This design comes from an exercise in tuning for small area, a short achievable clock period and few clock cycles per item on the open sky130 flow, not from production work. At most, simulation tests tie the RTL to the original design; equivalence was not proved. No driver is modelled on the clock port, so clocking that relies on it looks cheaper here than on a real chip. Power is estimated from default activity; no workload was simulated.

// mnet_codec
module mnet_codec (
    input  wire        clk,
    input  wire        rst,
    input  wire        key_wr,
    input  wire [2:0]  key_len,
    input  wire [47:0] key_data,
    input  wire        tx_hdr_valid,
    output wire        tx_hdr_ready,
    input  wire [7:0]  tx_dst,
    input  wire [7:0]  tx_src,
    input  wire [15:0] tx_type,
    input  wire [7:0]  tx_len,
    input  wire        tx_obf,
    input  wire        tx_pl_valid,
    output wire        tx_pl_ready,
    input  wire [7:0]  tx_pl_data,
    output wire        line_tx_valid,
    input  wire        line_tx_ready,
    output wire [7:0]  line_tx_data,
    input  wire        line_rx_valid,
    input  wire [7:0]  line_rx_data,
    input  wire        rx_obf,
    output wire        rx_valid,
    output wire [7:0]  rx_data,
    output wire        rx_end,
    output wire [7:0]  rx_status
);
Settings: LEC_CHECK=0, ABC_CLOCK_PERIOD_IN_PS=2000, CAP_MARGIN=20, CORE_MARGIN=2, CORE_UTILIZATION=60, CTS_CLUSTER_DIAMETER=80, CTS_CLUSTER_SIZE=20, SETUP_SLACK_MARGIN=2.6, SLEW_MARGIN=20; clock period 4.5 ns.
standard.sh (not shown) runs the stock make flow with config.mk's settings and CLKGATE_MAP_FILE= SYNTH_SCRIPT=/design/flow/synth_recipe.tcl, a recipe that flattens the netlist after the stock synthesis.
==> flow/flow/run.sh <==
#!/bin/bash
# The standard layout with two changes:
#  - plain buf_1 cells as the port buffers (the standard flow picks a delay
#    buffer); ORFS's repair resizes them as needed;
#  - after CTS, the clock tree's middle level is removed, so the root buffer
#    drives the leaf buffers directly (collapse_cts.tcl).
set -euo pipefail
export BUFFER_PORTS_ARGS="-buffer_cell sky130_fd_sc_hd__buf_1"
export RESULTS=$PWD/orfs/results/$FLOW_PLATFORM/mnet_codec/base
bash standard.sh cts > standard_cts.log 2>&1
openroad -no_init -exit flow/collapse_cts.tcl > collapse_cts.log 2>&1
touch $RESULTS/4_cts.sdc
bash standard.sh finish > standard_finish.log 2>&1
==> flow/flow/collapse_cts.tcl <==
# Make the clock tree two levels deep: the root buffer drives every leaf
# buffer directly, in place of the middle level TritonCTS builds. All leaf
# buffers stay at the same depth, so the tree stays balanced.
set results $::env(RESULTS)
read_db $results/4_cts.odb
set block [ord::get_db_block]
set clknet [$block findNet clk]
set roots {}
foreach it [$clknet getITerms] { lappend roots [$it getInst] }
if {[llength $roots] != 1} { error "clock port drives [llength $roots] cells" }
set root [lindex $roots 0]
set rootnet [[$root findITerm X] getNet]
set mids {}
foreach it [$rootnet getITerms] {
  if {[$it isOutputSignal]} continue
  set inst [$it getInst]
  if {[string match "sky130_fd_sc_hd__clkbuf_*" [[$inst getMaster] getName]]} { lappend mids $inst }
}
set n 0
foreach m $mids {
  set onet [[$m findITerm X] getNet]
  set loads {}
  foreach it [$onet getITerms] { if {![$it isOutputSignal]} { lappend loads $it } }
  set ok 1
  foreach it $loads {
    if {![string match "sky130_fd_sc_hd__clkbuf_*" [[[$it getInst] getMaster] getName]]} { set ok 0 }
  }
  if {!$ok} continue
  foreach it $loads { $it disconnect; $it connect $rootnet }
  [$m findITerm A] disconnect
  [$m findITerm X] disconnect
  odb::dbInst_destroy $m
  odb::dbNet_destroy $onet
  incr n
}
puts "root [$root getName]: removed $n middle clock buffers"
write_db $results/4_cts.odb
Testbench counts at the start, summed over its fixed seeds: cycles 27,589, items 384.
Next try:
--- a/flow/design.v
+++ b/flow/design.v
@@ -47,16 +47,17 @@
     reg        pl_rdy;
     wire [7:0] b = hsr[39:32];
     assign hdr_ready = s_idle;
     assign pl_ready  = pl_rdy;
     wire [7:0] key_byte = ({8{ki[0]}} & key[7:0])   | ({8{ki[1]}} & key[15:8]) |
                           ({8{ki[2]}} & key[23:16]) | ({8{ki[3]}} & key[31:24]) |
                           ({8{ki[4]}} & key[39:32]) | ({8{ki[5]}} & key[47:40]);
     wire ki_wrap = |(ki[5:2] & klast);
+    wire hdr_take = s_idle && hdr_valid;
     wire pl_take  = pl_valid && pl_rdy;
     wire take     = line_valid && line_ready;
     wire s_body = s_hdr || s_pl;
     wire s_crc  = s_crch || s_crcl;
     wire rdy    = !sv;                    
     wire go     = rdy && !esc;            
     wire a_idle = s_idle && rdy && hdr_valid;     
     wire a_soh  = s_soh && go;
@@ -91,22 +92,18 @@
     wire pv_n   = pl_take || (pv && !a_pl);
     wire sv_n   = !take && (sv || (line_valid && gen));
     wire [2:0] idx_n = s_idle ? 3'd0 : a_hdr ? idx + 3'd1 : idx;
     wire cnt_n_nz  = !(cnt_zero || (cnt_one && a_pl));
     wire cnt_n_gt1 = !(cnt_zero || cnt_one || (cnt_two && a_pl));
     wire sv_n_rdy = !line_valid && sv;                  
     wire sv_n_stl = sv || (line_valid && gen_b);        
     wire hdr_len_n = s_hdr && (idx[2] ? !a_hdr : (idx[1:0] == 2'd3) && a_hdr) && !cnt_zero && !esc_n;
-    wire pv_keep    = pv && !a_pl;
-    wire pl_due2    = n_pl && cnt_n_gt1 && !esc_n;
-    wire pl_rdy_rt  = hdr_len_n && !sv_n_rdy || pl_due2 && !sv_n_rdy;
-    wire pl_rdy_rn  = hdr_len_n && !sv_n_rdy || n_pl && (pv_keep ? cnt_n_gt1 && !esc_n && !sv_n_rdy : cnt_n_nz);
-    wire pl_rdy_st  = hdr_len_n && !sv_n_stl || pl_due2 && !sv_n_stl;
-    wire pl_rdy_sn  = hdr_len_n && !sv_n_stl || n_pl && (pv_keep ? cnt_n_gt1 && !esc_n && !sv_n_stl : cnt_n_nz);
+    wire pl_rdy_rdy = hdr_len_n && !sv_n_rdy || n_pl && (pv_n ? cnt_n_gt1 && !esc_n && !sv_n_rdy : cnt_n_nz);
+    wire pl_rdy_stl = hdr_len_n && !sv_n_stl || n_pl && (pv_n ? cnt_n_gt1 && !esc_n && !sv_n_stl : cnt_n_nz);
     always @(posedge clk) begin
         if (rst) begin
             s_idle     <= 1'b1;
             s_soh      <= 1'b0;
             s_hdr      <= 1'b0;
             s_pl       <= 1'b0;
             s_crch     <= 1'b0;
             s_crcl     <= 1'b0;
@@ -123,18 +120,17 @@
             s_pl       <= n_pl;
             s_crch     <= n_crch;
             s_crcl     <= n_crcl;
             s_eot      <= n_eot;
             esc        <= esc_n;
             pv         <= pv_n;
             sv         <= sv_n;
             line_valid <= (line_valid && !line_ready) || sv || gen;
-            pl_rdy     <= line_ready ? (pl_take ? pl_rdy_rt : pl_rdy_rn)
-                                     : (pl_take ? pl_rdy_st : pl_rdy_sn);
+            pl_rdy     <= line_ready ? pl_rdy_rdy : pl_rdy_stl;
         end
     end
     wire [7:0] chain = s_pl ? b : 8'h00;
     always @(posedge clk) begin
         if (s_idle) begin
             hsr <= {hdr_dst, hdr_src, hdr_type, hdr_len};
             cnt <= hdr_len;
             obf <= hdr_obf && (klast != 4'd0);
@@ -283,28 +279,25 @@
     output wire        rx_valid,
     output wire [7:0]  rx_data,
     output wire        rx_end,
     output wire [7:0]  rx_status
 );
     reg [47:0] key;
     reg [3:0]  klast;
     wire key_ok = key_wr && (key_len[2] ? (key_len[1:0] != 2'd3) : (key_len[1:0] == 2'd3));
-    wire key_hi = key_wr && key_len[2] && (key_len[1:0] != 2'd3);
     always @(posedge clk) begin
         if (rst)
             klast <= 4'd0;
         else if (key_ok)
             klast <= {key_len == 3'd6, key_len == 3'd5, key_len == 3'd4, key_len == 3'd3};
     end
     always @(posedge clk) begin
         if (key_ok)
-            key[23:0] <= key_data[23:0];
-        if (key_hi)
-            key[47:24] <= key_data[47:24];
+            key <= key_data;
     end
     mnet_tx u_tx (
         .clk       (clk),
         .rst       (rst),
         .key       (key),
         .klast     (klast),
         .hdr_valid (tx_hdr_valid),
         .hdr_ready (tx_hdr_ready),
After rerunning:
- The new run ran to the end with no violations
- area after synthesis fell slightly
- cell area hardly moves
- non-clock buffer count is higher by 3
- global-route usage rose by 1.1 points
- core utilization grows by 0.20 points
- hold slack gets better by 3.2 ps
- sequential share of layout area went down by 0.18 points
- power climbs slightly
- clock power hardly moves
- wire length climbs by a few percent
- synthesized cell count does not change
Function not checked in the second run of this note: the RTL went through the layout flow alone.

---

Another version of the RTL of mnet_codec (not shown whole).
For scale: about 970 cells after synthesis, about 230 flip-flops, ~150 I/O pins.
Settings: LEC_CHECK=0, CAP_MARGIN=5, CORE_MARGIN=2, CORE_UTILIZATION=60, CTS_CLUSTER_DIAMETER=80, CTS_CLUSTER_SIZE=20, SETUP_SLACK_MARGIN=2.6, SLEW_MARGIN=5; clock period 4.5 ns.
==> flow/flow/run.sh <==
#!/bin/bash
# The standard layout with two changes:
#  - plain buf_1 cells as the port buffers (the standard flow picks a delay
#    buffer); ORFS's repair resizes them as needed;
#  - after CTS, the top of the clock tree is rebuilt (collapse_cts.tcl): no
#    middle level, and the leaf buffers shared among 3 root buffers on the
#    clock port. Each tool's output goes to a log of its own here.
set -euo pipefail
export BUFFER_PORTS_ARGS="-buffer_cell sky130_fd_sc_hd__buf_1"
export RESULTS=$PWD/orfs/results/$FLOW_PLATFORM/mnet_codec/base
export NROOTS=3
bash standard.sh cts > standard_cts.log 2>&1
openroad -no_init -exit flow/collapse_cts.tcl > collapse_cts.log 2>&1
touch $RESULTS/4_cts.sdc
bash standard.sh finish > standard_finish.log 2>&1
Other scripts of this flow, unchanged in this note and not shown: flow/flow/collapse_cts.tcl
The baseline went through all stages and came out clean.
Then changed:
--- a/flow/design.v
+++ b/flow/design.v
@@ -68,21 +68,23 @@
     wire gen_b  = rdy && (esc || s_hdr || (s_pl && pv));       
     wire gen    = gen_b || a_idle || a_soh || a_crch || a_crcl || a_eot;
     wire bgen   = a_hdr || a_pl;                  
     wire [7:0] g = esc ? 8'hFF :
                    s_body ? b :
                    s_crc ? crc[15:8] :
                    s_eot ? 8'h04 : 8'h01;
     wire is_ff = s_crc ? (crc[15:8] == 8'hFF) : (b == 8'hFF);
     wire [15:0] crc_next;
     mnet_crc_step u_crc (.crc_in(crc), .data(b), .crc_out(crc_next));
-    reg  cnt_zero, cnt_one, cnt_two;
+    wire cnt_zero = (cnt == 8'd0);
+    wire cnt_one  = (cnt == 8'd1);
+    wire cnt_two  = (cnt == 8'd2);
     wire hdr_done = a_hdr && idx[2];
     wire pl_done  = a_pl && cnt_one;
     wire n_idle = (s_idle && !hdr_valid) || a_eot;
     wire n_soh  = (s_idle && hdr_valid && !rdy) || (s_soh && !go);
     wire n_hdr  = a_idle || a_soh || (s_hdr && !hdr_done);
     wire n_pl   = (hdr_done && !cnt_zero) || (s_pl && !pl_done);
     wire n_crch = (hdr_done && cnt_zero) || pl_done || (s_crch && !go);
     wire n_crcl = a_crch || (s_crcl && !go);
     wire n_eot  = a_crcl || (s_eot && !go);
     wire esc_n  = esc ? sv : (a_hdr || a_pl || a_crch || a_crcl) && is_ff;
@@ -128,39 +130,32 @@
             line_valid <= (line_valid && !line_ready) || sv || gen;
             pl_rdy     <= line_ready ? (pl_take ? pl_rdy_rt : pl_rdy_rn)
                                      : (pl_take ? pl_rdy_st : pl_rdy_sn);
         end
     end
     wire [7:0] chain = s_pl ? b : 8'h00;
     always @(posedge clk) begin
         if (s_idle) begin
             hsr <= {hdr_dst, hdr_src, hdr_type, hdr_len};
             cnt <= hdr_len;
-            cnt_zero <= (hdr_len == 8'd0);
-            cnt_one  <= (hdr_len == 8'd1);
-            cnt_two  <= (hdr_len == 8'd2);
             obf <= hdr_obf && (klast != 4'd0);
             crc <= 16'h0000;
             ki  <= 6'd1;
         end else begin
             if (pl_take)
                 hsr[39:32] <= obf ? (pl_data ^ key_byte ^ chain) : pl_data;
             else if (bgen && s_hdr)
                 hsr[39:32] <= hsr[31:24];
             if (bgen && s_hdr)
                 hsr[31:0] <= {hsr[23:0], 8'h00};
-            if (bgen && s_pl) begin
-                cnt      <= cnt - 8'd1;
-                cnt_zero <= cnt_one;
-                cnt_one  <= cnt_two;
-                cnt_two  <= (cnt == 8'd3);
-            end
+            if (bgen && s_pl)
+                cnt <= cnt - 8'd1;
             if (bgen)
                 crc <= crc_next;
             else if (a_crch)
                 crc <= {crc[7:0], 8'h00};
             if (pl_take)
                 ki <= ki_wrap ? 6'd1 : {ki[4:0], 1'b0};
         end
         idx <= idx_n;
         if (!line_valid || take)
             line_data <= sv ? skid : g;
@@ -285,23 +280,22 @@
     input  wire        line_rx_valid,
     input  wire [7:0]  line_rx_data,
     input  wire        rx_obf,
     output wire        rx_valid,
     output wire [7:0]  rx_data,
     output wire        rx_end,
     output wire [7:0]  rx_status
 );
     reg [47:0] key;
     reg [3:0]  klast;
-    wire key_lo3 = key_len[1] && key_len[0];
-    wire key_hi  = key_wr && key_len[2] && !key_lo3;     
-    wire key_ok  = key_hi || (key_wr && !key_len[2] && key_lo3);
+    wire key_ok = key_wr && (key_len[2] ? (key_len[1:0] != 2'd3) : (key_len[1:0] == 2'd3));
+    wire key_hi = key_wr && key_len[2] && (key_len[1:0] != 2'd3);
     always @(posedge clk) begin
         if (rst)
             klast <= 4'd0;
         else if (key_ok)
             klast <= {key_len == 3'd6, key_len == 3'd5, key_len == 3'd4, key_len == 3'd3};
     end
     always @(posedge clk) begin
         if (key_ok)
             key[23:0] <= key_data[23:0];
         if (key_hi)
Utilization increases by 0.77 points.
Die area decreases by 1.7%.
Combinational power increases by about 2%.
Wire length decreases by 2.9%.
Total power decreases by 0.72%.
Cell count decreases by 0.46%.
Count of clock-buffer cells in the layout increases by 1.
Non-clock buffer count increases by 8.
Maximum frequency increases by 0.71%.
Global-route usage decreases by 0.87 points.
Clock power barely changes.
Worst hold slack is worse by 0.014 ns.
Testbench counts after the change, summed over its fixed seeds: cycles 27,589, items 384.
Only the layout flow was run in the first run of this note; the RTL was not checked for function there.

---

rev 12:
Starting RTL as in the previous note.
==> module mnet_tx, before the edit <==
module mnet_tx (
    input  wire        clk,
    input  wire        rst,
    input  wire [47:0] key,
    input  wire [3:0]  klast,
    input  wire        hdr_valid,
    output wire        hdr_ready,
    input  wire [7:0]  hdr_dst,
    input  wire [7:0]  hdr_src,
    input  wire [15:0] hdr_type,
    input  wire [7:0]  hdr_len,
    input  wire        hdr_obf,
    input  wire        pl_valid,
    output wire        pl_ready,
    input  wire [7:0]  pl_data,
    output reg         line_valid,
    input  wire        line_ready,
    output reg  [7:0]  line_data
);
    reg        s_idle, s_soh, s_hdr, s_pl, s_crch, s_crcl, s_eot;
    reg [39:0] hsr;       
    reg [7:0]  cnt;       
    reg [2:0]  idx;       
    reg        obf;
    reg [15:0] crc;
    reg        esc;       
    reg        pv;        
    reg [5:0]  ki;        
    reg [7:0]  skid;
    reg        sv;
    reg        pl_rdy;
    wire [7:0] b = hsr[39:32];
    assign hdr_ready = s_idle;
    assign pl_ready  = pl_rdy;
    wire [7:0] key_byte = ({8{ki[0]}} & key[7:0])   | ({8{ki[1]}} & key[15:8]) |
                          ({8{ki[2]}} & key[23:16]) | ({8{ki[3]}} & key[31:24]) |
                          ({8{ki[4]}} & key[39:32]) | ({8{ki[5]}} & key[47:40]);
    wire ki_wrap = |(ki[5:2] & klast);
    wire pl_take  = pl_valid && pl_rdy;
    wire take     = line_valid && line_ready;
    wire s_body = s_hdr || s_pl;
    wire s_crc  = s_crch || s_crcl;
    wire rdy    = !sv;                    
    wire go     = rdy && !esc;            
    wire a_idle = s_idle && rdy && hdr_valid;     
    wire a_soh  = s_soh && go;
    wire a_hdr  = s_hdr && go;
    wire a_pl   = s_pl && go && pv;
    wire a_crch = s_crch && go;
    wire a_crcl = s_crcl && go;
    wire a_eot  = s_eot && go;
    wire gen_b  = rdy && (esc || s_hdr || (s_pl && pv));       
    wire gen    = gen_b || a_idle || a_soh || a_crch || a_crcl || a_eot;
    wire bgen   = a_hdr || a_pl;                  
    wire [7:0] g = esc ? 8'hFF :
                   s_body ? b :
                   s_crc ? crc[15:8] :
                   s_eot ? 8'h04 : 8'h01;
    wire is_ff = s_crc ? (crc[15:8] == 8'hFF) : (b == 8'hFF);
    wire [15:0] crc_next;
    mnet_crc_step u_crc (.crc_in(crc), .data(b), .crc_out(crc_next));
    reg  cnt_zero, cnt_one, cnt_two;
    wire hdr_done = a_hdr && idx[2];
    wire pl_done  = a_pl && cnt_one;
    wire n_idle = (s_idle && !hdr_valid) || a_eot;
    wire n_soh  = (s_idle && hdr_valid && !rdy) || (s_soh && !go);
    wire n_hdr  = a_idle || a_soh || (s_hdr && !hdr_done);
    wire n_pl   = (hdr_done && !cnt_zero) || (s_pl && !pl_done);
    wire n_crch = (hdr_done && cnt_zero) || pl_done || (s_crch && !go);
    wire n_crcl = a_crch || (s_crcl && !go);
    wire n_eot  = a_crcl || (s_eot && !go);
    wire esc_n  = esc ? sv : (a_hdr || a_pl || a_crch || a_crcl) && is_ff;
    wire pv_n   = pl_take || (pv && !a_pl);
    wire sv_n   = !take && (sv || (line_valid && gen));
    wire [2:0] idx_n = s_idle ? 3'd0 : a_hdr ? idx + 3'd1 : idx;
    wire cnt_n_nz  = !(cnt_zero || (cnt_one && a_pl));
    wire cnt_n_gt1 = !(cnt_zero || cnt_one || (cnt_two && a_pl));
    wire sv_n_rdy = !line_valid && sv;                  
    wire sv_n_stl = sv || (line_valid && gen_b);        
    wire hdr_len_n = s_hdr && (idx[2] ? !a_hdr : (idx[1:0] == 2'd3) && a_hdr) && !cnt_zero && !esc_n;
    wire pv_keep    = pv && !a_pl;
    wire pl_due2    = n_pl && cnt_n_gt1 && !esc_n;
    wire pl_rdy_rt  = hdr_len_n && !sv_n_rdy || pl_due2 && !sv_n_rdy;
    wire pl_rdy_rn  = hdr_len_n && !sv_n_rdy || n_pl && (pv_keep ? cnt_n_gt1 && !esc_n && !sv_n_rdy : cnt_n_nz);
    wire pl_rdy_st  = hdr_len_n && !sv_n_stl || pl_due2 && !sv_n_stl;
    wire pl_rdy_sn  = hdr_len_n && !sv_n_stl || n_pl && (pv_keep ? cnt_n_gt1 && !esc_n && !sv_n_stl : cnt_n_nz);
    always @(posedge clk) begin
        if (rst) begin
            s_idle     <= 1'b1;
            s_soh      <= 1'b0;
            s_hdr      <= 1'b0;
            s_pl       <= 1'b0;
            s_crch     <= 1'b0;
            s_crcl     <= 1'b0;
            s_eot      <= 1'b0;
            esc        <= 1'b0;
            pv         <= 1'b0;
            sv         <= 1'b0;
            line_valid <= 1'b0;
            pl_rdy     <= 1'b0;
        end else begin
            s_idle     <= n_idle;
            s_soh      <= n_soh;
            s_hdr      <= n_hdr;
            s_pl       <= n_pl;
            s_crch     <= n_crch;
            s_crcl     <= n_crcl;
            s_eot      <= n_eot;
            esc        <= esc_n;
            pv         <= pv_n;
            sv         <= sv_n;
            line_valid <= (line_valid && !line_ready) || sv || gen;
            pl_rdy     <= line_ready ? (pl_take ? pl_rdy_rt : pl_rdy_rn)
                                     : (pl_take ? pl_rdy_st : pl_rdy_sn);
        end
    end
    wire [7:0] chain = s_pl ? b : 8'h00;
    always @(posedge clk) begin
        if (s_idle) begin
            hsr <= {hdr_dst, hdr_src, hdr_type, hdr_len};
            cnt <= hdr_len;
            cnt_zero <= (hdr_len == 8'd0);
            cnt_one  <= (hdr_len == 8'd1);
            cnt_two  <= (hdr_len == 8'd2);
            obf <= hdr_obf && (klast != 4'd0);
            crc <= 16'h0000;
            ki  <= 6'd1;
        end else begin
            if (pl_take)
                hsr[39:32] <= obf ? (pl_data ^ key_byte ^ chain) : pl_data;
            else if (bgen && s_hdr)
                hsr[39:32] <= hsr[31:24];
            if (bgen && s_hdr)
                hsr[31:0] <= {hsr[23:0], 8'h00};
            if (bgen && s_pl) begin
                cnt      <= cnt - 8'd1;
                cnt_zero <= cnt_one;
                cnt_one  <= cnt_two;
                cnt_two  <= (cnt == 8'd3);
            end
            if (bgen)
                crc <= crc_next;
            else if (a_crch)
                crc <= {crc[7:0], 8'h00};
            if (pl_take)
                ki <= ki_wrap ? 6'd1 : {ki[4:0], 1'b0};
        end
        idx <= idx_n;
        if (!line_valid || take)
            line_data <= sv ? skid : g;
        if (!sv)
            skid <= g;
    end
endmodule
==> flow/config.mk <==
export PLATFORM = sky130hd
export DESIGN_NAME = mnet_codec
export DESIGN_NICKNAME = mnet_codec
export VERILOG_FILES = /design/flow/design.v
export SDC_FILE = /design/flow/constraint.sdc
export NUM_CORES = 4
export LEC_CHECK = 0
export ABC_CLOCK_PERIOD_IN_PS = 2000
export CAP_MARGIN = 20
export CORE_MARGIN = 2
export CORE_UTILIZATION = 60
export CTS_CLUSTER_DIAMETER = 80
export CTS_CLUSTER_SIZE = 20
export SETUP_SLACK_MARGIN = 2.6
export SLEW_MARGIN = 20
==> flow/constraint.sdc <==
create_clock -name core_clock -period 4.5 [get_ports {clk}]
set_input_delay 0.9000 -clock core_clock [delete_from_list [all_inputs] [get_ports {clk}]]
set_output_delay 0.9000 -clock core_clock [all_outputs]
set_load 0.01 [all_outputs]
==> flow/flow/run.sh <==
#!/bin/bash
# The standard layout with two changes:
#  - plain buf_1 cells as the port buffers (the standard flow picks a delay
#    buffer); ORFS's repair resizes them as needed;
#  - after CTS, the clock tree's middle level is removed, so the root buffer
#    drives the leaf buffers directly (collapse_cts.tcl).
set -euo pipefail
export BUFFER_PORTS_ARGS="-buffer_cell sky130_fd_sc_hd__buf_1"
export RESULTS=$PWD/orfs/results/$FLOW_PLATFORM/mnet_codec/base
bash standard.sh cts > standard_cts.log 2>&1
openroad -no_init -exit flow/collapse_cts.tcl > collapse_cts.log 2>&1
touch $RESULTS/4_cts.sdc
bash standard.sh finish > standard_finish.log 2>&1
Scripts as last shown in full above: flow/flow/collapse_cts.tcl
Modified inputs, rev 13 compared to rev 12
--- a/flow/design.v
+++ b/flow/design.v
@@ -76,5 +76,7 @@
     wire [15:0] crc_next;
     mnet_crc_step u_crc (.crc_in(crc), .data(b), .crc_out(crc_next));
-    reg  cnt_zero, cnt_one, cnt_two;
+    wire cnt_zero = (cnt == 8'd0);
+    wire cnt_one  = (cnt == 8'd1);
+    wire cnt_two  = (cnt == 8'd2);
     wire hdr_done = a_hdr && idx[2];
     wire pl_done  = a_pl && cnt_one;
@@ -136,7 +138,4 @@
             hsr <= {hdr_dst, hdr_src, hdr_type, hdr_len};
             cnt <= hdr_len;
-            cnt_zero <= (hdr_len == 8'd0);
-            cnt_one  <= (hdr_len == 8'd1);
-            cnt_two  <= (hdr_len == 8'd2);
             obf <= hdr_obf && (klast != 4'd0);
             crc <= 16'h0000;
@@ -149,10 +148,6 @@
             if (bgen && s_hdr)
                 hsr[31:0] <= {hsr[23:0], 8'h00};
-            if (bgen && s_pl) begin
-                cnt      <= cnt - 8'd1;
-                cnt_zero <= cnt_one;
-                cnt_one  <= cnt_two;
-                cnt_two  <= (cnt == 8'd3);
-            end
+            if (bgen && s_pl)
+                cnt <= cnt - 8'd1;
             if (bgen)
                 crc <= crc_next;
[summary]
Rev 13: PASS, flow complete, no timing, DRC or antenna violations. The post-cts sizing count number comes out higher for rev 13 vs rev 12. Per the comparison of rev 13 with rev 12, power density over the cells comparable, adder and majority cell fraction of the synthesized area now larger, area share of and/or/nand/nor cells after synthesis now smaller, share of power burned in registers now smaller, fraction of area in registers now smaller. Rev 13 ended up with a lower via count of the first global-routing pass than rev 12 did. The area growth from synthesis to final layout of rev 13 exceeds that of rev 12 by 1.3 points. Rev 13 ended up with a lower cell area after synthesis than rev 12 did.
No functional check of the RTL was part of any run of this note.

static timing again, ports no longer ideal:
In the flow no input, the clock included, has a driving cell. The finished layouts below were timed again as built, in two steps.
Step 1 sets driving cells, clkbuf_16 on the clock port and buf_2 on the other inputs (assumed; they add their load-dependent delay and slew).
Step 2 adds t to the input delays and takes it off the output delays; t is the mean of the earliest and latest rising clock arrival at the registers after step 1. Input paths then give back, and output paths get back, about the clock's delay inside the block.
Three values: no drivers, after step 1, after step 2; two values: the first two.
run | shift t [ns] | setup slack, ns | hold slack, ns | worst slew at a driven data input, ns
the first run of note 1 | 0.467 | 2.656 / 2.609 / 2.221 | 0.456 / 0.456 / 0.456 | 0.06
the second run of note 1 | 0.464 | 2.419 / 2.442 / 1.978 | 0.459 / 0.459 / 0.459 | 0.06
the first run of note 2 | 0.388 | 2.576 / 2.636 / 2.247 | 0.468 / 0.468 / 0.468 | 0.06
the second run of note 2 | 0.381 | 2.590 / 2.627 / 2.246 | 0.454 / 0.454 / 0.454 | 0.06
rev 12 | 0.468 | 2.609 / 2.563 / 2.169 | 0.468 / 0.468 / 0.468 | 0.06
rev 13 | 0.464 | 2.523 / 2.523 / 2.194 | 0.444 / 0.444 / 0.444 | 0.05
After both steps every run listed still meets setup and hold. For the second run of note 1, which loses most, drivers alone change the setup slack by +0.023 ns; drivers and shift together by -0.441 ns.
